What follows belongs to an exercise in optimizing a design on an open flow for small area, a short achievable clock period and few clock cycles per item; a production flow would make more cautious choices. RTL that was checked went through simulation tests only; none was proved equivalent to the original. For runs 1 to 3, only the layout was checked, not whether the RTL still works. Power figures rest on the tool's default switching activity, not on a simulated workload.

==> design/flow/design.v <==
module pulse_tx_codec (
    input  wire       clk,
    input  wire       rst,         
    input  wire       in_valid,
    input  wire [7:0] in_data,
    input  wire       in_last,
    output wire       in_ready,
    output wire       out_valid,
    output wire [7:0] out_data,
    input  wire       out_ready
);
    localparam [7:0] FLAG = 8'h55;
    localparam [2:0] W_IDLE  = 3'd0;    
    localparam [2:0] W_START = 3'd1;    
    localparam [2:0] W_DATA  = 3'd2;    
    localparam [2:0] W_FCS   = 3'd3;    
    localparam [2:0] W_CLOSE = 3'd4;    
    function [31:0] crc32_byte(input [31:0] crc_in, input [7:0] d);
        integer k;
        reg [31:0] r;
        begin
            r = crc_in ^ {24'd0, d};
            for (k = 0; k < 8; k = k + 1)
                r = r[0] ? ((r >> 1) ^ 32'hEDB8_8320) : (r >> 1);
            crc32_byte = r;
        end
    endfunction
    function [6:0] first64(input [63:0] v);
        integer k;
        begin
            first64 = 7'd0;
            for (k = 63; k >= 0; k = k - 1)
                if (v[k]) first64 = {1'b1, k[5:0]};
        end
    endfunction
    reg         ia_v, ib_v, ir;
    reg  [7:0]  ia_d, ib_d;
    reg         ia_l, ib_l;
    wire        pop;                     
    wire        in_fire = in_valid && ir;
    assign in_ready = ir;
    reg         oa_v, ob_v;
    reg  [7:0]  oa_d, ob_d;
    wire        push;                    
    wire [7:0]  push_d;
    assign out_valid = oa_v;
    assign out_data  = oa_d;
    reg  [256*9-1:0] ring;
    reg  [7:0]  p;           
    reg  [7:0]  r;           
    reg  [7:0]  w;           
    reg         rp, wp;      
    reg         vp;          
    reg  [8:0]  count;       
    reg         empty, full;
    wire [8:0]  head = ring[256*9-1 -: 9];
    wire        is_code = head[8] && !head[0];
    wire [255:0] ta;
    genvar gi;
    generate
        for (gi = 0; gi < 256; gi = gi + 1) begin : g_ta
            if (gi >= 1 && gi <= 253)
                assign ta[gi] = ring[(253-gi)*9 + 8];
            else
                assign ta[gi] = 1'b0;
        end
    endgenerate
    wire [6:0]  f0 = first64(ta[63:0]);
    wire [6:0]  f1 = first64(ta[127:64]);
    wire [6:0]  f2 = first64(ta[191:128]);
    wire [6:0]  f3 = first64(ta[255:192]);
    reg  [6:0]  g0, g1, g2, g3;
    reg         g1_55;       
    wire        t254 = ring[8];
    wire        g3v  = g3[6] || t254;
    wire [5:0]  g3i  = g3[6] ? g3[5:0] : 6'd62;
    wire        found = g0[6] || g1[6] || g2[6] || g3v;
    wire [7:0]  code_n = g0[6] ? {2'd0, g0[5:0]} :
                         g1[6] ? {2'd1, g1[5:0]} :
                         g2[6] ? {2'd2, g2[5:0]} :
                         g3v   ? {2'd3, g3i}     : 8'hFF;
    wire        code_55 = !g0[6] && g1[6] && g1_55;
    reg  [7:0]  code_q;      
    reg         code_ok;
    wire        consume = rp && !empty && !ob_v && (!is_code || code_ok);
    assign push   = consume;
    assign push_d = is_code ? code_q : head[7:0];
    reg  [2:0]  wst;
    reg  [7:0]  run;         
    reg         run_full;    
    reg  [1:0]  fidx;
    reg  [31:0] crc;
    wire [7:0]  x = (wst == W_FCS) ? ~crc[7:0] : ia_d;
    reg         has_slot;
    reg  [8:0]  nslot;
    reg         uses_x;
    always @* begin
        has_slot = 1'b0;
        nslot    = {1'b1, 8'h00};
        uses_x   = 1'b0;
        case (wst)
            W_IDLE:  begin has_slot = ia_v; nslot = {1'b1, FLAG}; end
            W_START: begin has_slot = 1'b1; end
            W_DATA, W_FCS: begin
                has_slot = (wst == W_FCS) || ia_v || run_full;
                if (!run_full) begin
                    uses_x = 1'b1;
                    if (x != 8'h00)
                        nslot = {1'b0, (x == FLAG) ? 8'h00 : x};
                end
            end
            W_CLOSE: begin has_slot = 1'b1; nslot = {1'b1, FLAG}; end
            default: ;
        endcase
    end
    wire        write = has_slot && (empty || (wp && (!full || consume)));
    assign pop = write && uses_x && (wst == W_DATA);
    wire        inc = write && !consume;
    wire        dec = consume && !write;
    wire        c_eq0   = (count == 9'd0);
    wire        c_eq1   = (count == 9'd1);
    wire        c_eq254 = (count == 9'd254);
    wire        c_eq255 = (count == 9'd255);
    wire        empty_n = inc ? 1'b0 : (dec ? c_eq1 : c_eq0);
    wire        ge255_n = inc ? (c_eq254 || c_eq255) : (dec ? full : (c_eq255 || full));
    wire        rp_n = consume || (!(write && empty) && (p + 8'd1 == r));
    wire        wp_n = write || (p + 8'd1 == w);
    always @(posedge clk) begin
        p    <= p + 8'd1;
        ring <= {ring[255*9-1:0],
                 write ? nslot : {head[8] && vp && !consume, head[7:0]}};
        g0 <= f0;
        g1 <= f1;
        g2 <= f2;
        g3 <= f3;
        g1_55 <= (f1[5:0] == 6'd21);
        code_q  <= code_55 ? 8'h00 : code_n;
        code_ok <= found || ge255_n;
        rp <= rp_n;
        wp <= wp_n;
        vp <= !empty_n && (rp_n || (vp && !wp_n));
        if (consume)
            r <= p + 8'd1;
        else if (write && empty)
            r <= p;
        if (write)
            w <= p + 8'd1;
        if (!ia_v || pop) begin
            ia_v <= ib_v || in_fire;
            ia_d <= ib_v ? ib_d : in_data;
            ia_l <= ib_v ? ib_l : in_last;
            ib_v <= ib_v && in_fire;
            ir   <= !(ib_v && in_fire);
            ib_d <= in_data;
            ib_l <= in_last;
        end else if (in_fire) begin
            ib_v <= 1'b1;
            ir   <= 1'b0;
            ib_d <= in_data;
            ib_l <= in_last;
        end
        if (!oa_v || out_ready) begin
            oa_v <= ob_v || push;
            oa_d <= ob_v ? ob_d : push_d;
            ob_v <= ob_v && push;
            ob_d <= push_d;
        end else if (push) begin
            ob_v <= 1'b1;
            ob_d <= push_d;
        end
        if (rst) begin
            count    <= 9'd0;
            empty    <= 1'b1;
            full     <= 1'b0;
            vp       <= 1'b0;
            wst      <= W_IDLE;
            run      <= 8'd0;
            run_full <= 1'b0;
            fidx     <= 2'd0;
            ia_v     <= 1'b0;
            ib_v     <= 1'b0;
            ir       <= 1'b1;
            oa_v     <= 1'b0;
            ob_v     <= 1'b0;
        end else begin
            if (inc)
                count <= count + 9'd1;
            else if (dec)
                count <= count - 9'd1;
            empty <= empty_n;
            full  <= inc ? c_eq255 : (full && !dec);
            if (write) begin
                case (wst)
                    W_IDLE:  begin wst <= W_START; crc <= 32'hFFFF_FFFF; end
                    W_START: begin wst <= W_DATA; run <= 8'd0; run_full <= 1'b0; end
                    W_DATA, W_FCS: begin
                        if (!uses_x || x == 8'h00) begin
                            run      <= 8'd0;
                            run_full <= 1'b0;
                        end else begin
                            run      <= run + 8'd1;
                            run_full <= (run == 8'd253);
                        end
                        if (uses_x) begin
                            if (wst == W_DATA) begin
                                crc <= crc32_byte(crc, ia_d);
                                if (ia_l) begin
                                    wst  <= W_FCS;
                                    fidx <= 2'd0;
                                end
                            end else begin
                                crc  <= {8'hFF, crc[31:8]};
                                fidx <= fidx + 2'd1;
                                if (fidx == 2'd3)
                                    wst <= W_CLOSE;
                            end
                        end
                    end
                    W_CLOSE: wst <= W_IDLE;
                    default: wst <= W_IDLE;
                endcase
            end
        end
    end
endmodule
==> design/flow/run.sh <==
#!/bin/bash
# synth_recipe.tcl (not shown) runs the flow's synth.tcl, then flattens the netlist and writes it again
# the make line also repeats each setting of config.mk as NAME=value (left out here)
make -C /OpenROAD-flow-scripts/flow DESIGN_CONFIG=/design/flow/config.mk WORK_HOME=/design/flow/orfs CLKGATE_MAP_FILE= SYNTH_SCRIPT=/design/flow/synth_recipe.tcl finish
==> design/flow/config.mk <==
export PLATFORM = sky130hd
export DESIGN_NAME = pulse_tx_codec
export DESIGN_NICKNAME = pulse_tx_codec
export VERILOG_FILES = /design/flow/design.v
export SDC_FILE = /design/flow/constraint.sdc
export NUM_CORES = 4
export LEC_CHECK = 0
export CAP_MARGIN = 20
export CORE_MARGIN = 2
export CORE_UTILIZATION = 40
export SLEW_MARGIN = 20
==> design/flow/constraint.sdc <==
create_clock -name core_clock -period 8.0 [get_ports {clk}]
set_input_delay 1.6000 -clock core_clock [delete_from_list [all_inputs] [get_ports {clk}]]
set_output_delay 1.6000 -clock core_clock [all_outputs]
set_load 0.01 [all_outputs]
==> impl_metrics.env, run 1 <==
export IMPL_yosysMostFrequentCell="dfxtp_1"
export IMPL_cts_buffers=217
export IMPL_drt_iter0_drc=1149
export IMPL_fillers=12100
export IMPL_status="finished clean"
export IMPL_use_met3=0.0266
export IMPL_synthArstFlopShare=0
export IMPL_clk_path_buf_depth=3
export IMPL_nets=3799
export IMPL_synthDistinctLibCells=75
export IMPL_ant_nets=0
export IMPL_hold_viol=0
export IMPL_synthTopCellsByArea="dfxtp_1 (84%), edfxtp_1 (4.3%), nor2_1 (1.2%), xnor2_1 (1.0%), a21oi_1 (0.87%)"
export IMPL_relSlewSlack=0.523
export IMPL_cts_repair_resized=0
export IMPL_multi_input_area_um2=6090
export IMPL_wl_per_cell_um=11.8
export IMPL_drv_slew=0
export IMPL_tightest_slew_ns=0.708
export IMPL_synth_yosys_seq_area_share=0.886
export IMPL_clock_skew_ns=0.0363
export IMPL_cp_max_fo=20
export IMPL_dr_pass1_iters=4
export IMPL_power_density_nw_per_um2=371
export IMPL_cts_setup_buffers=0
export IMPL_antenna_found_initial=0
export IMPL_ir_drop_v=0.000195
export IMPL_wl_mm=68.9
export IMPL_finalNonFillerCells=5842
export IMPL_fp_dieW_um=380
export IMPL_drv_cap=0
export IMPL_via_per_inst=4.07
export IMPL_holdBufCountCts=0
export IMPL_drive_gt1_frac=0.106
export IMPL_dp_hpwl_mm=36.1
export IMPL_start_kind="flip-flop"
export IMPL_htreeDepth=4
export IMPL_grt_first_pass_wirelength_mm=117
export IMPL_holdWs_ns=0.300
export IMPL_synth_commonest_cells="dfxtp_1 (2,383), nor2_1 (174), nand2_1 (101)"
export IMPL_synth_net_count=3584
export IMPL_period_needed_ns=3.82
export IMPL_cellLeakagePower_nw=25.5
export IMPL_fin_area_um2=66700
export IMPL_post_route_drc_count=0
export IMPL_numPlacedInstances=5445
export IMPL_overflow=0
export IMPL_clock_sinks=2465
export IMPL_fin_crit_sh=0.477
export IMPL_die_h_um=380
export IMPL_syn_avg_cell_area_um2=15.9
export IMPL_place_ws_ns=4.18
export IMPL_clk_root_buffer_cell="clkbuf_16"
export IMPL_ys_seq_elements=2465
export IMPL_tritoncts="built"
export IMPL_max_freq_mhz=262
export IMPL_yosysTopAreaCell="dfxtp_1"
export IMPL_crit_required_ns=8.66
export IMPL_grtUsageMet1=0.143
export IMPL_synthesis_area_um2=56600
export IMPL_synth_edf_count=82
export IMPL_setup_tns_ns=0
export IMPL_rows=138
export IMPL_track_usage=0.0967
export IMPL_grt_pass1_vias=23700
export IMPL_n_antenna_cell=0
export IMPL_use_met2=0.128
export IMPL_num_vias=23800
export IMPL_placed_cell_area_um2=59100
export IMPL_synth_main_ff_cell="dfxtp_1"
export IMPL_io_pins=23
export IMPL_critPathCaptureType="flip-flop"
export IMPL_yosysWarnings=1
export IMPL_clock_latency_ns=0.79
export IMPL_register_area_um2=50200
export IMPL_grt_max_degree=48
export IMPL_busiest_layer="met1"
export IMPL_rsz0062_at_grt="false"
export IMPL_globalplace_congestion=0.785
export IMPL_area_growth_pct=17.8
export IMPL_synth_top_area_frac=0.842
export IMPL_io_buffers=22
export IMPL_die_area_um2=145000
export IMPL_min_path_type="reg -> reg"
export IMPL_setup_viol=0
export IMPL_fin_ws_ns=4.18
export IMPL_clkSlewWorstSetupHoldPaths_ns=0.06
export IMPL_cp_arrival_ns=4.48
export IMPL_start_util=0.401
export IMPL_worstSetupPathType="reg -> reg"
export IMPL_synth_cells=3559
export IMPL_core_area_um2=141000
## critical path, stage by stage (launching register included)
cell	delay (ns)
dfxtp_1	0.45
o41ai_1	0.42
a21oi_1	0.18
or2_1	0.49
inv_2	0.37
ha_1	0.48
inv_1	0.21
or4_1	0.51
a21oi_1	0.21
o21ai_0	0.15
xor2_1	0.16
nor2_1	0.06
## sequential cells by signal, summed over array words and instances, names as in the netlist, 3 cells and up
name	flops
ring	2304
crc	32
count	9
code_q	8
ia_d	8
ib_d	8
oa_d	8
ob_d	8
p	8
r	8
run	8
w	8
g0	7
g1	7
g2	7
g3	7
wst	3
## power breakdown
| part | leakage (nW) | switching [mW] | total, mW | internal (mW) |
|---|---|---|---|---|
| Sequential | 20.0 | 0.272 | 13.3 | 13.0 |
| Clock | 3.70 | 4.36 | 10.6 | 6.21 |
| Combinational | 1.88 | 0.495 | 0.887 | 0.391 |
## cells in the final DEF, fill, tap and decap left out, drive strengths merged, types with 7 or more instances in the layout
master	n
or3	15
o31ai	13
o311ai	7
nand3	43
or2	7
nor2	174
and3	14
edfxtp	82
nand2	101
clkinv	51
nand2b	24
nor4	60
dfxtp	2383
xnor2	78
nor2b	11
a211oi	10
nor3	60
o21ai	78
ha	12
a31oi	10
or4	13
nand4	17
o41ai	8
bufinv	21
clkinvlp	14
clkbuf	303
xor2	22
clkdlybuf4s50	22
o21bai	8
mux2	25
inv	77
a21oi	99
## layer usage
metal / up-vias / part of all wire
li1: 12200 / -
met1: 11100 / 0.54
met2: 312 / 0.38
met3: 175 / 0.042
met4: 0 / 0.032
met5: - / 0
## cells by family after synthesis
| kind of cell | count (synthesis) | share of synthesized area |
|---|---|---|
| xor gates and xnor gates | 102 | 0.0187 |
| muxes | 26 | 0.00515 |
| DFF | 2465 | 0.886 |
| buffers and inverters | 100 | 0.00674 |
| AOI/OAI and AO/OA | 299 | 0.0332 |
| and+or+nand+nor | 555 | 0.0476 |
| adders and majority gates | 12 | 0.00265 |
## area by class of cell
cell class              count  area share
flip-flops and latches   2465       0.752
multi-input cells         994      0.0912
inverters                  69     0.00388
repair buffers             27     0.00386
well taps                1890      0.0354
clock inverters            94      0.0192
clock buffers             303      0.0944
## path summary, 6_finish.rpt
path,cells after the start,slack (ns),end,from
min,0,0.30,ring[2201],ring[2192]
max reg2reg,11,4.18,count[7],ob_v
min reg2reg,0,0.30,ring[2201],ring[2192]
max,11,4.18,count[7],ob_v
## per-stage QoR
step,util,total power [mW]
finish,0.473,24.7
global route,0.473,25.8
global placement,0.419,14.4
detailed placement,0.419,14.4
floorplan,-,14.2
CTS,0.473,25.1
==> inputs of run 2 (changes only) <==
--- a/design/flow/design.v
+++ b/design/flow/design.v
@@ -53,4 +53,5 @@
     reg         vp;          
-    reg  [8:0]  count;       
-    reg         empty, full;
+    reg         empty;       
+    reg         full;        
+    reg         c255;        
     wire [8:0]  head = ring[256*9-1 -: 9];
@@ -119,8 +120,7 @@
     wire        dec = consume && !write;
-    wire        c_eq0   = (count == 9'd0);
-    wire        c_eq1   = (count == 9'd1);
-    wire        c_eq254 = (count == 9'd254);
-    wire        c_eq255 = (count == 9'd255);
-    wire        empty_n = inc ? 1'b0 : (dec ? c_eq1 : c_eq0);
-    wire        ge255_n = inc ? (c_eq254 || c_eq255) : (dec ? full : (c_eq255 || full));
+    wire        c1      = !empty && !full && (r + 8'd1 == w);
+    wire        c254    = !empty && !full && (w + 8'd2 == r);
+    wire        empty_n = inc ? 1'b0 : (dec ? c1 : empty);
+    wire        full_n  = inc ? c255 : (dec ? 1'b0 : full);
+    wire        c255_n  = inc ? c254 : (dec ? full : c255);
     wire        rp_n = consume || (!(write && empty) && (p + 8'd1 == r));
@@ -137,3 +137,3 @@
         code_q  <= code_55 ? 8'h00 : code_n;
-        code_ok <= found || ge255_n;
+        code_ok <= found || full_n || c255_n;
         rp <= rp_n;
@@ -171,5 +171,5 @@
         if (rst) begin
-            count    <= 9'd0;
             empty    <= 1'b1;
             full     <= 1'b0;
+            c255     <= 1'b0;
             vp       <= 1'b0;
@@ -185,8 +185,5 @@
         end else begin
-            if (inc)
-                count <= count + 9'd1;
-            else if (dec)
-                count <= count - 9'd1;
             empty <= empty_n;
-            full  <= inc ? c_eq255 : (full && !dec);
+            full  <= full_n;
+            c255  <= c255_n;
             if (write) begin
--- a/design/flow/config.mk
+++ b/design/flow/config.mk
@@ -10,2 +10,3 @@
 export CORE_UTILIZATION = 40
+export SETUP_SLACK_MARGIN = 4.8
 export SLEW_MARGIN = 20
==> impl_metrics.env, run 2 <==
export IMPL_synth_commonest_cells="dfxtp_1 (2,375), nor2_1 (166), a21oi_1 (97)"
export IMPL_yosysWarnings=1
export IMPL_yosysTopAreaCell="dfxtp_1"
export IMPL_drt_iter0_drc=1184
export IMPL_via_per_inst=4.10
export IMPL_min_from="ring[1732]"
export IMPL_largest_register="ring"
export IMPL_power_density_nw_per_um2=359
export IMPL_synthDistinctLibCells=76
export IMPL_cpMaxStageDelayCell="edfxtp_1"
export IMPL_synth_main_ff_cell="dfxtp_1"
export IMPL_startpoint="oa_d[5]"
export IMPL_area_growth_pct=17.3
export IMPL_tightest_slew_ns=0.891
export IMPL_clock_latency_ns=0.80
export IMPL_holdWs_ns=0.293
export IMPL_setup_viol=0
export IMPL_track_usage=0.0980
export IMPL_setup_tns_ns=0
export IMPL_reg_top3="ring x2304, crc x32"
export IMPL_cp_num_buf_inv=1
export IMPL_io_buffers=22
export IMPL_yosysMostFrequentCell="dfxtp_1"
export IMPL_fp_dieW_um=380
export IMPL_die_h_um=380
export IMPL_start_util=0.404
export IMPL_core_area_um2=140000
export IMPL_wl_per_cell_um=12.0
export IMPL_cts_buffers=212
export IMPL_hold_viol=0
export IMPL_grt_first_pass_wirelength_mm=118
export IMPL_dp_hpwl_mm=36.9
export IMPL_cellLeakagePower_nw=25.3
export IMPL_drv_slew=0
export IMPL_clkSlewWorstSetupHoldPaths_ns=0.06
export IMPL_register_area_um2=50000
export IMPL_ir_drop_v=0.000235
export IMPL_synthesis_area_um2=56500
export IMPL_dr_pass1_iters=5
export IMPL_grt_pass1_vias=23700
export IMPL_clk_root_buffer_cell="clkbuf_16"
export IMPL_fin_util=0.474
export IMPL_fillers=12000
export IMPL_nets=3776
export IMPL_tritoncts="built"
export IMPL_cp_max_fo=1
export IMPL_ys_seq_elements=2457
export IMPL_fin_crit_sh=0.383
export IMPL_io_pins=23
export IMPL_rows=137
export IMPL_crit_family="flip-flops"
export IMPL_worstSetupPathType="reg -> out"
export IMPL_synth_net_count=3568
export IMPL_grt_max_degree=51
export IMPL_synthTopCellsByArea="dfxtp_1 (84%), edfxtp_1 (4.4%), nor2_1 (1.1%), xnor2_1 (1.1%), a21oi_1 (0.86%)"
export IMPL_critPathCaptureType="output port"
export IMPL_relSlewSlack=0.405
export IMPL_die_area_um2=144000
export IMPL_synth_edf_count=82
export IMPL_reg2reg_slack_ns=5.03
export IMPL_max_freq_mhz=327
export IMPL_overflow=0
export IMPL_htreeDepth=4
export IMPL_largest_reg_flops=2304
export IMPL_holdBufCountCts=0
export IMPL_cp_arrival_ns=1.46
export IMPL_drv_cap=0
export IMPL_crit_required_ns=6.40
export IMPL_clk_path_buf_depth=3
export IMPL_globalplace_congestion=0.754
export IMPL_synthArstFlopShare=0
export IMPL_final_common_cell="dfxtp_1"
export IMPL_ant_nets=0
export IMPL_r2r_start="ring[2295]"
export IMPL_start_kind="flip-flop"
export IMPL_clock_skew_ns=0.0577
export IMPL_status="finished clean"
export IMPL_antenna_found_initial=0
export IMPL_period_needed_ns=3.06
export IMPL_synth_cells=3549
export IMPL_most_common_layout_cells="dfxtp_1 (2,375), clkbuf_16 (216), nor2_1 (165), a21oi_1 (97), nand2_1 (83)"
export IMPL_min_path_type="reg -> reg"
export IMPL_num_vias=23800
export IMPL_max_stage_delay_ns=0.37
export IMPL_synth_yosys_seq_area_share=0.886
export IMPL_post_route_drc_count=0
export IMPL_wl_mm=69.7
export IMPL_multi_input_area_um2=6080
export IMPL_drive_gt1_frac=0.103
export IMPL_clock_sinks=2457
export IMPL_rsz0062_at_grt="false"
export IMPL_crit_chain="dlygate4sd2_1"
export IMPL_syn_avg_cell_area_um2=15.9
export IMPL_synth_top_area_frac=0.842
-- run 2: changes by cell type in the layout (fill, tap and decap cells not counted), moves of 11 or more --
cell	previous run	this run
nand3_1	43	55
clkbuf_1	34	50
o21ai_1	1	14
nand2_1	101	83
nor4_1	60	71
-- run 2: layer usage --
layer	GRT usage	routed length, um
met2	0.132	27100
met5	0	0
met1	0.142	37100
met3	0.0275	3100
met4	0.0500	2370
-- run 2: cell families after synthesis --
| family | count (synthesis) | share of synthesized area |
|---|---|---|
| flip-flops | 2457 | 0.886 |
| AND/OR/NAND/NOR | 535 | 0.0464 |
| AO/OA/AOI/OAI | 316 | 0.0351 |
| XOR/XNOR | 108 | 0.0194 |
| buffers and inverters | 101 | 0.00687 |
| multiplexers | 25 | 0.00496 |
| adder cells (fa/ha/maj) | 7 | 0.00151 |
-- run 2: what timing repair did --
action                                  CTS  global route
endpoints found under the setup margin   20             9
setup buffers                             0             3
cloned                                    1             0
hold endpoints to repair                  0             0
gates resized for setup                  11             1
pin swaps                                 1             1
-- run 2: worst paths after layout --
kind,end,cells after the start
max,out_data[5],1
min,ring[1741],0
max reg2reg,ib_d[1],8
min reg2reg,ring[1741],0
-- run 2: cell type report --
cell class | count | share of cell area
diodes | 1 | 0.0000378
clock buffers | 315 | 0.0945
clock inverters | 76 | 0.0158
inverters | 65 | 0.00368
multi-input cells | 992 | 0.0918
flip-flops and latches | 2457 | 0.755
well taps | 1876 | 0.0354
repair buffers | 29 | 0.00393
-- run 2: through the flow --
stage               cell area, um2  power, mW  std cells  setup slack (ns)
CTS                          66200       24.2       5807              4.84
floorplan                    56500       13.7       3549              4.99
finish                       66200       23.8       5811              4.94
detailed placement           58900       13.8       5415              4.27
global placement             58900       13.8       5415              4.25
global route                 66200       24.8       5810              4.85
-- run 2: where the power goes --
group	switching (mW)	internal [mW]	total (mW)
Clock	4.28	5.97	10.2
Combinational	0.326	0.238	0.564
Sequential	0.201	12.8	13.0
==> inputs of run 3 (changes only) <==
--- a/design/flow/config.mk
+++ b/design/flow/config.mk
@@ -9,3 +9,4 @@
 export CORE_MARGIN = 2
-export CORE_UTILIZATION = 40
+export CORE_UTILIZATION = 55
+export CTS_BUF_LIST = sky130_fd_sc_hd__clkbuf_8
 export SETUP_SLACK_MARGIN = 4.8
==> impl_metrics.env, run 3 <==
export IMPL_status="finished clean"
export IMPL_synth_cells=3549
export IMPL_max_freq_mhz=317
export IMPL_reg_top3="ring x2304, crc x32"
export IMPL_register_area_um2=50000
export IMPL_rsz0062_at_grt="false"
export IMPL_drt_iter0_drc=1357
export IMPL_synthTopCellsByArea="dfxtp_1 (84%), edfxtp_1 (4.4%), nor2_1 (1.1%), xnor2_1 (1.1%), a21oi_1 (0.86%)"
export IMPL_drt_met1_wl_mm=39.6
export IMPL_clk_root_buffer_cell="clkbuf_8"
export IMPL_top_layer_used="met4"
export IMPL_synthXorXnorAreaFrac=0.0194
export IMPL_synth_yosys_seq_area_share=0.886
export IMPL_die_area_um2=105000
export IMPL_start_util=0.555
export IMPL_synthDistinctLibCells=76
export IMPL_largest_reg_flops=2304
export IMPL_dp_hpwl_mm=42.4
export IMPL_drv_slew=0
export IMPL_ys_seq_elements=2457
export IMPL_grt_max_degree=54
export IMPL_ant_nets=0
export IMPL_tritoncts="built"
export IMPL_fp_dieW_um=324
export IMPL_num_vias=25000
export IMPL_setup_viol=0
export IMPL_most_common_layout_cells="dfxtp_1 (2,374), clkbuf_8 (428), inv_1 (182), nor2_1 (165), a21oi_1 (97)"
export IMPL_fillers=7329
export IMPL_fin_crit_sh=0.394
export IMPL_synth_main_ff_cell="dfxtp_1"
export IMPL_synth_compound_area_frac=0.0351
export IMPL_tightest_slew_ns=0.890
export IMPL_rows=117
export IMPL_min_path_type="reg -> reg"
export IMPL_wl_mm=77.6
export IMPL_cp_max_fo=17
export IMPL_drv_cap=0
export IMPL_area_growth_pct=15.7
export IMPL_core_area_um2=102000
export IMPL_yosysTopAreaCell="dfxtp_1"
export IMPL_wl_per_cell_um=14.1
export IMPL_start_kind="primary input"
export IMPL_cellLeakagePower_nw=25.8
export IMPL_track_usage=0.150
export IMPL_via_per_inst=4.53
export IMPL_yosys_area_share_simple=0.0464
export IMPL_muxShareOfSynthArea=0.00496
export IMPL_clock_skew_ns=0.0814
export IMPL_wl_met2_mm=32.6
export IMPL_globalplace_congestion=0.773
export IMPL_multi_input_area_um2=6110
export IMPL_synth_top_family_by_area="simple AND/OR/NAND/NOR gates"
export IMPL_setup_tns_ns=0
export IMPL_synth_edf_count=82
export IMPL_period_needed_ns=3.15
export IMPL_finalNonFillerCells=5520
export IMPL_die_h_um=324
export IMPL_drive_gt1_frac=0.135
export IMPL_yosysMostFrequentCell="dfxtp_1"
export IMPL_synth_net_count=3568
export IMPL_synth_top_area_frac=0.842
export IMPL_ir_drop_v=0.000190
export IMPL_holdWs_ns=0.265
export IMPL_numPlacedInstances=4906
export IMPL_crit_required_ns=8.50
export IMPL_worstSetupPathType="in -> reg"
export IMPL_htreeDepth=5
export IMPL_holdBufCountCts=0
export IMPL_antenna_found_initial=4
export IMPL_clk_path_buf_depth=4
export IMPL_relSlewSlack=0.400
export IMPL_nets=3925
export IMPL_wl_met3_mm=3.15
export IMPL_synthAdderAreaFrac=0.00151
export IMPL_clkSlewWorstSetupHoldPaths_ns=0.06
export IMPL_grt_first_pass_wirelength_mm=131
export IMPL_cts_buffers=361
export IMPL_overflow=0
export IMPL_synthArstFlopShare=0
export IMPL_cp_arrival_ns=3.66
export IMPL_final_common_cell="dfxtp_1"
export IMPL_yosysWarnings=1
export IMPL_largest_register="ring"
export IMPL_io_pins=23
export IMPL_power_density_nw_per_um2=353
export IMPL_io_buffers=22
export IMPL_hold_viol=0
export IMPL_critPathCaptureType="flip-flop"
export IMPL_synthesis_area_um2=56500
export IMPL_syn_avg_cell_area_um2=15.9
export IMPL_dr_pass1_iters=7
export IMPL_post_route_drc_count=0
export IMPL_clock_sinks=2457
export IMPL_synth_commonest_cells="dfxtp_1 (2,375), nor2_1 (166), a21oi_1 (97)"
export IMPL_grt_pass1_vias=26200
export IMPL_clock_latency_ns=0.95
run 3: cells by family after synthesis:
kind of cell,Yosys count
DFF,2457
buffers and inverters,101
adders and majority gates,7
AOI/OAI and AO/OA,316
muxes,25
and+or+nand+nor,535
xor gates and xnor gates,108
run 3: area by class of cell:
cell class | instances | area share
Sequential cell | 2457 | 0.766
Multi-Input combinational cell | 993 | 0.0936
Clock buffer | 428 | 0.0902
Tap cell | 1368 | 0.0262
Clock inverter | 179 | 0.0167
Inverter | 65 | 0.00377
Timing Repair Buffer | 28 | 0.00372
Antenna cell | 2 | 0.0000766
run 3: report_power, final:
part | total (mW) | leakage (nW) | internal (mW) | switching (mW)
sequential | 13.0 | 19.9 | 12.8 | 0.216
clock | 9.43 | 4.04 | 5.19 | 4.24
combinational | 0.596 | 1.83 | 0.247 | 0.349
total | 23.0 | 25.8 | 18.2 | 4.80
run 3: critical path, stage by stage:
cell and delay (ns):
clkdlybuf4s50_1 0.77, a211oi_1 0.35, o21ai_0 0.36, nor2_4 0.56
run 3: path summary, 6_finish.rpt:
path	from	end	slack [ns]	cells past startpoint
max	rst	crc[1]	4.85	4
min	ring[86]	ring[95]	0.27	0
max reg2reg	ring[2295]	ib_d[5]	5.07	8
min reg2reg	ring[86]	ring[95]	0.27	0
run 3: metal layers:
layer / up-vias / GRT usage
met5: - / 0
met4: 0 / 0.0748
met3: 207 / 0.0380
met2: 507 / 0.212
met1: 11700 / 0.216
li1: 12500 / -
run 3: through the flow:
step                      cell area [um2]  power (mW)   util  setup slack, ns
final                               65300        23.0  0.642             4.85
after floorplan                     56500        13.7      -             4.99
after global placement              58300        13.8  0.573             3.85
after global routing                65300        24.1  0.642             4.80
after detailed placement            58300        13.9  0.573             3.91
after CTS                           65200        23.4  0.641             4.80
run 3: timing repair:
action	4_1_cts	5_1_grt
cloned	1	1
pin swaps	1	3
buffers inserted	0	3
gates resized for setup	43	2
setup endpoints to repair	31	41
==> inputs of run 4 (changes only) <==
--- a/design/flow/design.v
+++ b/design/flow/design.v
@@ -57,3 +57,5 @@
     wire [8:0]  head = ring[256*9-1 -: 9];
-    wire        is_code = head[8] && !head[0];
+    wire [8:0]  next_head = ring[255*9-1 -: 9];
+    reg         is_code;     
+    reg         head_ok;     
     wire [255:0] ta;
@@ -84,4 +86,3 @@
     reg  [7:0]  code_q;      
-    reg         code_ok;
-    wire        consume = rp && !empty && !ob_v && (!is_code || code_ok);
+    wire        consume = rp && !empty && !ob_v && head_ok;
     assign push   = consume;
@@ -116,3 +117,5 @@
     end
-    wire        write = has_slot && (empty || (wp && (!full || consume)));
+    wire        write_nc = has_slot && (empty || (wp && !full));
+    wire        write_c  = has_slot && (empty || wp);
+    wire        write    = consume ? write_c : write_nc;
     assign pop = write && uses_x && (wst == W_DATA);
@@ -137,3 +140,4 @@
         code_q  <= code_55 ? 8'h00 : code_n;
-        code_ok <= found || full_n || c255_n;
+        is_code <= next_head[8] && !next_head[0];
+        head_ok <= !(next_head[8] && !next_head[0]) || found || full_n || c255_n;
         rp <= rp_n;
@@ -147,2 +151,6 @@
             w <= p + 8'd1;
+        if (ir) begin
+            ib_d <= in_data;
+            ib_l <= in_last;
+        end
         if (!ia_v || pop) begin
@@ -153,4 +161,2 @@
             ir   <= !(ib_v && in_fire);
-            ib_d <= in_data;
-            ib_l <= in_last;
         end else if (in_fire) begin
@@ -158,4 +164,2 @@
             ir   <= 1'b0;
-            ib_d <= in_data;
-            ib_l <= in_last;
         end
@@ -170,2 +174,27 @@
         end
+        if (write) begin
+            case (wst)
+                W_IDLE:  crc <= 32'hFFFF_FFFF;
+                W_START: begin run <= 8'd0; run_full <= 1'b0; end
+                W_DATA, W_FCS: begin
+                    if (!uses_x || x == 8'h00) begin
+                        run      <= 8'd0;
+                        run_full <= 1'b0;
+                    end else begin
+                        run      <= run + 8'd1;
+                        run_full <= (run == 8'd253);
+                    end
+                    if (uses_x) begin
+                        if (wst == W_DATA) begin
+                            crc  <= crc32_byte(crc, ia_d);
+                            fidx <= 2'd0;
+                        end else begin
+                            crc  <= {8'hFF, crc[31:8]};
+                            fidx <= fidx + 2'd1;
+                        end
+                    end
+                end
+                default: ;
+            endcase
+        end
         if (rst) begin
@@ -176,5 +205,2 @@
             wst      <= W_IDLE;
-            run      <= 8'd0;
-            run_full <= 1'b0;
-            fidx     <= 2'd0;
             ia_v     <= 1'b0;
@@ -190,28 +216,6 @@
                 case (wst)
-                    W_IDLE:  begin wst <= W_START; crc <= 32'hFFFF_FFFF; end
-                    W_START: begin wst <= W_DATA; run <= 8'd0; run_full <= 1'b0; end
-                    W_DATA, W_FCS: begin
-                        if (!uses_x || x == 8'h00) begin
-                            run      <= 8'd0;
-                            run_full <= 1'b0;
-                        end else begin
-                            run      <= run + 8'd1;
-                            run_full <= (run == 8'd253);
-                        end
-                        if (uses_x) begin
-                            if (wst == W_DATA) begin
-                                crc <= crc32_byte(crc, ia_d);
-                                if (ia_l) begin
-                                    wst  <= W_FCS;
-                                    fidx <= 2'd0;
-                                end
-                            end else begin
-                                crc  <= {8'hFF, crc[31:8]};
-                                fidx <= fidx + 2'd1;
-                                if (fidx == 2'd3)
-                                    wst <= W_CLOSE;
-                            end
-                        end
-                    end
-                    W_CLOSE: wst <= W_IDLE;
+                    W_IDLE:  wst <= W_START;
+                    W_START: wst <= W_DATA;
+                    W_DATA:  if (uses_x && ia_l) wst <= W_FCS;
+                    W_FCS:   if (uses_x && fidx == 2'd3) wst <= W_CLOSE;
                     default: wst <= W_IDLE;
--- a/design/flow/config.mk
+++ b/design/flow/config.mk
@@ -10,4 +10,3 @@
 export CORE_UTILIZATION = 55
-export CTS_BUF_LIST = sky130_fd_sc_hd__clkbuf_8
-export SETUP_SLACK_MARGIN = 4.8
+export SETUP_SLACK_MARGIN = 5.0
 export SLEW_MARGIN = 20
==> impl_metrics.env, run 4 <==
export IMPL_ant_nets=0
export IMPL_syn_avg_cell_area_um2=15.9
export IMPL_overflow=0
export IMPL_grt_first_pass_wirelength_mm=122
export IMPL_max_stage_delay_ns=0.37
export IMPL_largest_reg_flops=2304
export IMPL_antenna_found_initial=0
export IMPL_fillers=7210
export IMPL_place_ws_ns=4.80
export IMPL_track_usage=0.142
export IMPL_crit_family="flip-flops"
export IMPL_yosysTopAreaCell="dfxtp_1"
export IMPL_wl_mm=72.6
export IMPL_fin_crit_sh=0.362
export IMPL_reg_top3="ring x2304, crc x32"
export IMPL_io_pins=23
export IMPL_start_kind="flip-flop"
export IMPL_dr_pass1_iters=4
export IMPL_die_h_um=324
export IMPL_drv_slew=0
export IMPL_relSlewSlack=0.456
export IMPL_clock_latency_ns=0.77
export IMPL_holdBufCountCts=0
export IMPL_min_path_type="reg -> reg"
export IMPL_grt_max_degree=39
export IMPL_setup_tns_ns=0
export IMPL_cellLeakagePower_nw=25.4
export IMPL_crit_required_ns=6.40
export IMPL_synthesis_area_um2=56400
export IMPL_cp_arrival_ns=1.29
export IMPL_ir_drop_v=0.000225
export IMPL_yosysMostFrequentCell="dfxtp_1"
export IMPL_synth_yosys_seq_area_share=0.889
export IMPL_clock_sinks=2458
export IMPL_synthDistinctLibCells=75
export IMPL_via_per_inst=4.50
export IMPL_grt_pass1_vias=24300
export IMPL_multi_input_area_um2=5900
export IMPL_rows=117
export IMPL_drt_iter0_drc=1049
export IMPL_start_util=0.554
export IMPL_cp_max_fo=1
export IMPL_dp_hpwl_mm=39.3
export IMPL_globalplace_congestion=0.761
export IMPL_finalPower_mw=24.3
export IMPL_synth_net_count=3570
export IMPL_cp_num_buf_inv=1
export IMPL_synth_cells=3551
export IMPL_fp_dieW_um=324
export IMPL_clock_skew_ns=0.0328
export IMPL_synth_commonest_cells="dfxtp_1 (2,365), nor2_1 (184), nand2_1 (100)"
export IMPL_ys_seq_elements=2458
export IMPL_synthArstFlopShare=0
export IMPL_yosysWarnings=1
export IMPL_status="finished clean"
export IMPL_n_antenna_cell=0
export IMPL_clk_path_buf_depth=3
export IMPL_max_freq_mhz=346
export IMPL_worstSetupPathType="reg -> out"
export IMPL_cpMaxStageDelayCell="edfxtp_1"
export IMPL_most_common_layout_cells="dfxtp_1 (2,362), clkbuf_16 (214), nor2_1 (184), nand2_1 (100), a21oi_1 (97)"
export IMPL_nets=3779
export IMPL_clk_root_buffer_cell="clkbuf_16"
export IMPL_crit_chain="buf_2"
export IMPL_wl_per_cell_um=13.7
export IMPL_area_growth_pct=16.1
export IMPL_fin_util=0.644
export IMPL_synth_edf_count=93
export IMPL_setup_viol=0
export IMPL_synthTopCellsByArea="dfxtp_1 (84%), edfxtp_1 (5.0%), nor2_1 (1.2%), xnor2_1 (1.2%), a21oi_1 (0.87%)"
export IMPL_io_buffers=22
export IMPL_hold_viol=0
export IMPL_critPathCaptureType="output port"
export IMPL_cts_buffers=211
export IMPL_tightest_slew_ns=0.811
export IMPL_register_area_um2=50100
export IMPL_power_density_nw_per_um2=371
export IMPL_synth_main_ff_cell="dfxtp_1"
export IMPL_period_needed_ns=2.89
export IMPL_core_area_um2=102000
export IMPL_die_area_um2=105000
export IMPL_clkSlewWorstSetupHoldPaths_ns=0.06
export IMPL_drv_cap=0
export IMPL_fin_ws_ns=5.11
export IMPL_rsz0062_at_grt="false"
export IMPL_drive_gt1_frac=0.102
export IMPL_synth_top_area_frac=0.839
export IMPL_largest_register="ring"
export IMPL_num_vias=23900
export IMPL_post_route_drc_count=0
export IMPL_final_common_cell="dfxtp_1"
export IMPL_tritoncts="built"
export IMPL_htreeDepth=4
-- run 4: cell count changes after synthesis, sizes merged, moves of 5 or more --
| cell | previous run | this run |
|---|---|---|
| nor2 | 166 | 184 |
| nand2 | 84 | 100 |
| nor4 | 71 | 58 |
| edfxtp | 82 | 93 |
| o21ai | 92 | 81 |
| dfxtp | 2375 | 2365 |
| a211oi | 11 | 4 |
| inv | 65 | 72 |
| nand3 | 55 | 48 |
| nor2b | 9 | 15 |
| o21a | 6 | 1 |
| xnor2 | 83 | 78 |
-- run 4: layout make-up --
class | instances | share of cell area
Clock buffer | 321 | 0.0965
Clock inverter | 65 | 0.0142
Tap cell | 1368 | 0.0261
Timing Repair Buffer | 26 | 0.00306
Inverter | 72 | 0.00413
Multi-Input combinational cell | 991 | 0.0902
Sequential cell | 2458 | 0.766
-- run 4: through the flow --
stage	cells	hold WS (ns)	area (um2)
2_1_floorplan	3551	0.310	56400
3_5_place_dp	4914	0.312	58300
6_report	5301	0.299	65500
3_3_place_gp	4914	0.310	58200
5_1_grt	5301	0.299	65500
4_1_cts	5301	0.293	65500
-- run 4: kinds of logic (layout without fill, tap and decap cells) --
family,Yosys count,count (layout),synth area share
AO/OA/AOI/OAI,296,296,0.0329
XOR/XNOR,102,102,0.0163
adder cells (fa/ha/maj),7,7,0.00151
buffers and inverters,102,484,0.00690
flip-flops,2458,2458,0.889
multiplexers,28,28,0.00552
AND/OR/NAND/NOR,558,558,0.0480
-- run 4: metal layers --
metal  wire [um]  vias to the layer above  GRT usage
met4        1660                        0     0.0568
met3        3070                      149     0.0379
met5           0                        -          0
li1            -                    12100          -
met1       37400                    11200      0.202
met2       30400                      337      0.206
-- run 4: path summary, 6_finish.rpt --
check | cells past startpoint | slack, ns | start | to
max | 1 | 5.11 | oa_d[0] | out_data[0]
min reg2reg | 0 | 0.30 | ring[79] | ring[88]
min | 0 | 0.30 | ring[79] | ring[88]
max reg2reg | 6 | 5.25 | ob_v | r[1]
-- run 4: what timing repair did --
action                     in CTS  in global routing
setup endpoints to repair      18                 14
resized for setup              40                  4
setup buffers                   1                  0
-- run 4: report_power, final --
group          switching (mW)  total [mW]  internal (mW)
clock                    4.24        10.2           5.93
sequential              0.308        13.3           13.0
combinational           0.473       0.799          0.326
total                    5.02        24.3           19.3
Testbench counts of run 4, summed over its fixed seeds: cycles 97,647, items 900.
==> inputs of run 5 (changes only) <==
--- a/design/flow/config.mk
+++ b/design/flow/config.mk
@@ -9,3 +9,5 @@
 export CORE_MARGIN = 2
-export CORE_UTILIZATION = 55
+export CORE_UTILIZATION = 60
+export CTS_CLUSTER_DIAMETER = 80
+export CTS_CLUSTER_SIZE = 30
 export SETUP_SLACK_MARGIN = 5.0
==> impl_metrics.env, run 5 <==
export IMPL_fin_util=0.651
export IMPL_max_stage_delay_ns=0.54
export IMPL_clkSlewWorstSetupHoldPaths_ns=0.11
export IMPL_multi_input_area_um2=5890
export IMPL_crit_cells=1
export IMPL_synthArstFlopShare=0
export IMPL_rsz0062_at_grt="true"
export IMPL_crit_required_ns=6.40
export IMPL_ant_nets=0
export IMPL_nets=3661
export IMPL_synth_yosys_seq_area_share=0.889
export IMPL_htreeDepth=3
export IMPL_largest_reg_flops=2304
export IMPL_tritoncts="built"
export IMPL_final_common_cell="dfxtp_1"
export IMPL_num_vias=23100
export IMPL_dp_hpwl_mm=39.1
export IMPL_die_h_um=311
export IMPL_busiest_layer="met1"
export IMPL_holdBufCountCts=0
export IMPL_dr_pass1_iters=5
export IMPL_cts_buffers=93
export IMPL_synth_net_count=3570
export IMPL_hold_depth=0
export IMPL_cp_max_fo=1
export IMPL_ir_drop_v=0.000221
export IMPL_start_kind="flip-flop"
export IMPL_r2r_cells=6
export IMPL_fin_crit_sh=0.383
export IMPL_wl_mm=68.3
export IMPL_yosysTopAreaCell="dfxtp_1"
export IMPL_clock_latency_ns=0.70
export IMPL_drt_iter0_drc=1155
export IMPL_area_growth_pct=7.53
export IMPL_yosysMostFrequentCell="dfxtp_1"
export IMPL_via_per_inst=4.70
export IMPL_grt_first_pass_wirelength_mm=115
export IMPL_rows=112
export IMPL_synthTopCellsByArea="dfxtp_1 (84%), edfxtp_1 (5.0%), nor2_1 (1.2%), xnor2_1 (1.2%), a21oi_1 (0.87%)"
export IMPL_crit_family="flip-flops"
export IMPL_register_area_um2=50100
export IMPL_synth_commonest_cells="dfxtp_1 (2,365), nor2_1 (184), nand2_1 (100)"
export IMPL_track_usage=0.143
export IMPL_drive_gt1_frac=0.0459
export IMPL_synth_top_area_frac=0.839
export IMPL_status="finished clean"
export IMPL_grt_pass1_vias=22800
export IMPL_fillers=6637
export IMPL_yosysWarnings=1
export IMPL_worstSetupPathType="reg -> out"
export IMPL_io_buffers=22
export IMPL_clk_path_buf_depth=3
export IMPL_grt_max_degree=40
export IMPL_synth_main_ff_cell="dfxtp_1"
export IMPL_crit_chain="buf_2"
export IMPL_synth_cells=3551
export IMPL_cpMaxStageDelayCell="edfxtp_1"
export IMPL_die_area_um2=96500
export IMPL_clock_skew_ns=0.0318
export IMPL_setup_viol=0
export IMPL_io_pins=23
export IMPL_most_common_layout_cells="dfxtp_1 (2,363), nor2_1 (184), nand2_1 (100), a21oi_1 (97)"
export IMPL_period_needed_ns=3.06
export IMPL_overflow=0
export IMPL_hold_viol=0
export IMPL_cellLeakagePower_nw=23.1
export IMPL_core_area_um2=93200
export IMPL_min_path_type="reg -> reg"
export IMPL_reg_top3="ring x2304, crc x32"
export IMPL_max_freq_mhz=327
export IMPL_n_antenna_cell=0
export IMPL_clock_sinks=2458
export IMPL_start_util=0.605
export IMPL_wl_per_cell_um=13.9
export IMPL_synthDistinctLibCells=75
export IMPL_power_density_nw_per_um2=323
export IMPL_largest_register="ring"
export IMPL_globalplace_congestion=0.806
export IMPL_critPathCaptureType="output port"
export IMPL_use_met3=0.0281
export IMPL_cp_arrival_ns=1.46
export IMPL_drv_cap=0
export IMPL_cp_num_buf_inv=1
export IMPL_post_route_drc_count=0
export IMPL_synth_edf_count=93
export IMPL_clk_root_buffer_cell="clkbuf_16"
export IMPL_grtUsageMet1=0.214
export IMPL_use_met2=0.207
export IMPL_setup_tns_ns=0
export IMPL_fin_ws_ns=4.94
export IMPL_place_ws_ns=4.83
export IMPL_antenna_found_initial=0
export IMPL_ys_seq_elements=2458
export IMPL_syn_avg_cell_area_um2=15.9
export IMPL_drv_slew=0
export IMPL_synthesis_area_um2=56400
export IMPL_fp_dieW_um=311
export IMPL_relSlewSlack=0.323
export IMPL_tightest_slew_ns=1.01
## run 5: cell count changes in the layout (fill, tap and decap cells not counted), moves of 3 or more
cell,previous run,this run
clkinv_4,3,0
clkinv_2,31,0
clkbuf_16,214,93
clkbuf_2,1,4
buf_2,9,5
clkbuf_1,51,5
clkbuf_8,56,0
clkinv_16,7,3
bufinv_16,14,0
inv_6,4,1
## run 5: metal layers
layer / share of wire / vias up
met5: 0 / -
met4: 0.033 / 0
li1: - / 11800
met2: 0.41 / 267
met3: 0.032 / 131
met1: 0.52 / 10900
## run 5: stage by stage
stage	hold slack (ns)	cell area, um2	cells	total power, mW
6_report	0.307	60700	4911	19.6
5_1_grt	0.324	60700	4911	20.4
3_5_place_dp	0.312	58100	4800	14.4
3_3_place_gp	0.310	58100	4800	14.3
4_1_cts	0.312	60700	4911	19.8
2_1_floorplan	0.310	56400	3551	14.1
## run 5: logic make-up after synthesis
group,synth area share
AND/OR/NAND/NOR,0.0480
adder cells (fa/ha/maj),0.00151
AO/OA/AOI/OAI,0.0329
flip-flops,0.889
multiplexers,0.00552
buffers and inverters,0.00690
XOR/XNOR,0.0163
## run 5: repair_timing
action | CTS | global route
endpoints found under the setup margin | 10 | 21
setup buffers | 1 | 0
hold endpoints to repair | 0 | 0
resized for setup | 28 | 9
## run 5: final timing paths
path | startpoint | to | slack (ns)
worst max-delay path | oa_d[5] | out_data[5] | 4.94
worst min-delay path | ring[1111] | ring[1120] | 0.31
worst max register to register | ob_v | r[4] | 5.31
worst min register to register | ring[1111] | ring[1120] | 0.31
## run 5: final cells by class
| cell class | count | area share |
|---|---|---|
| sequential | 2458 | 0.827 |
| multi-input combinational | 991 | 0.0972 |
| clock buffer | 98 | 0.0387 |
| tap | 1254 | 0.0259 |
| inverter | 72 | 0.00446 |
| clock inverter | 12 | 0.00375 |
| timing repair buffer | 26 | 0.00336 |
## run 5: power by group
group          switching [mW]  internal, mW
Clock                    3.37          2.17
Combinational           0.462         0.325
Sequential              0.303          13.0

[separate check: timing with driven ports]
In the flow no input, the clock included, has a driving cell. The finished layouts below were timed again as built, in two steps.
Step 1 assumes that a clkbuf_16 drives the clock port and a buf_2 every other input.
Step 2 moves the port delays by t, midway between the first and last clock arrival at a register: inputs arrive t later, outputs are due t later. That takes back most of the time a late clock gives input paths.
Slacks: no drivers / after step 1 / after step 2; pairs: no drivers / after step 1.
run	shift t [ns]	slack for setup (ns)	worst setup path after step 2	worst slew at a driven data input, ns	cell pins on the clock port's net
run 1	0.855	4.184 / 4.184 / 4.184	register to register	0.04	1
run 2	0.838	4.937 / 4.871 / 4.303	input to register	0.07	1
run 3	0.957	4.849 / 4.868 / 3.929	input to register	0.06	1
run 4	0.826	5.108 / 5.038 / 4.806	input to register	0.04	1
run 5	0.754	4.938 / 4.875 / 4.844	input to register	0.04	1
After both steps setup and hold are still met in every run listed. For run 3, which loses most, drivers alone change the setup slack by +0.019 ns; drivers and shift together by -0.920 ns.
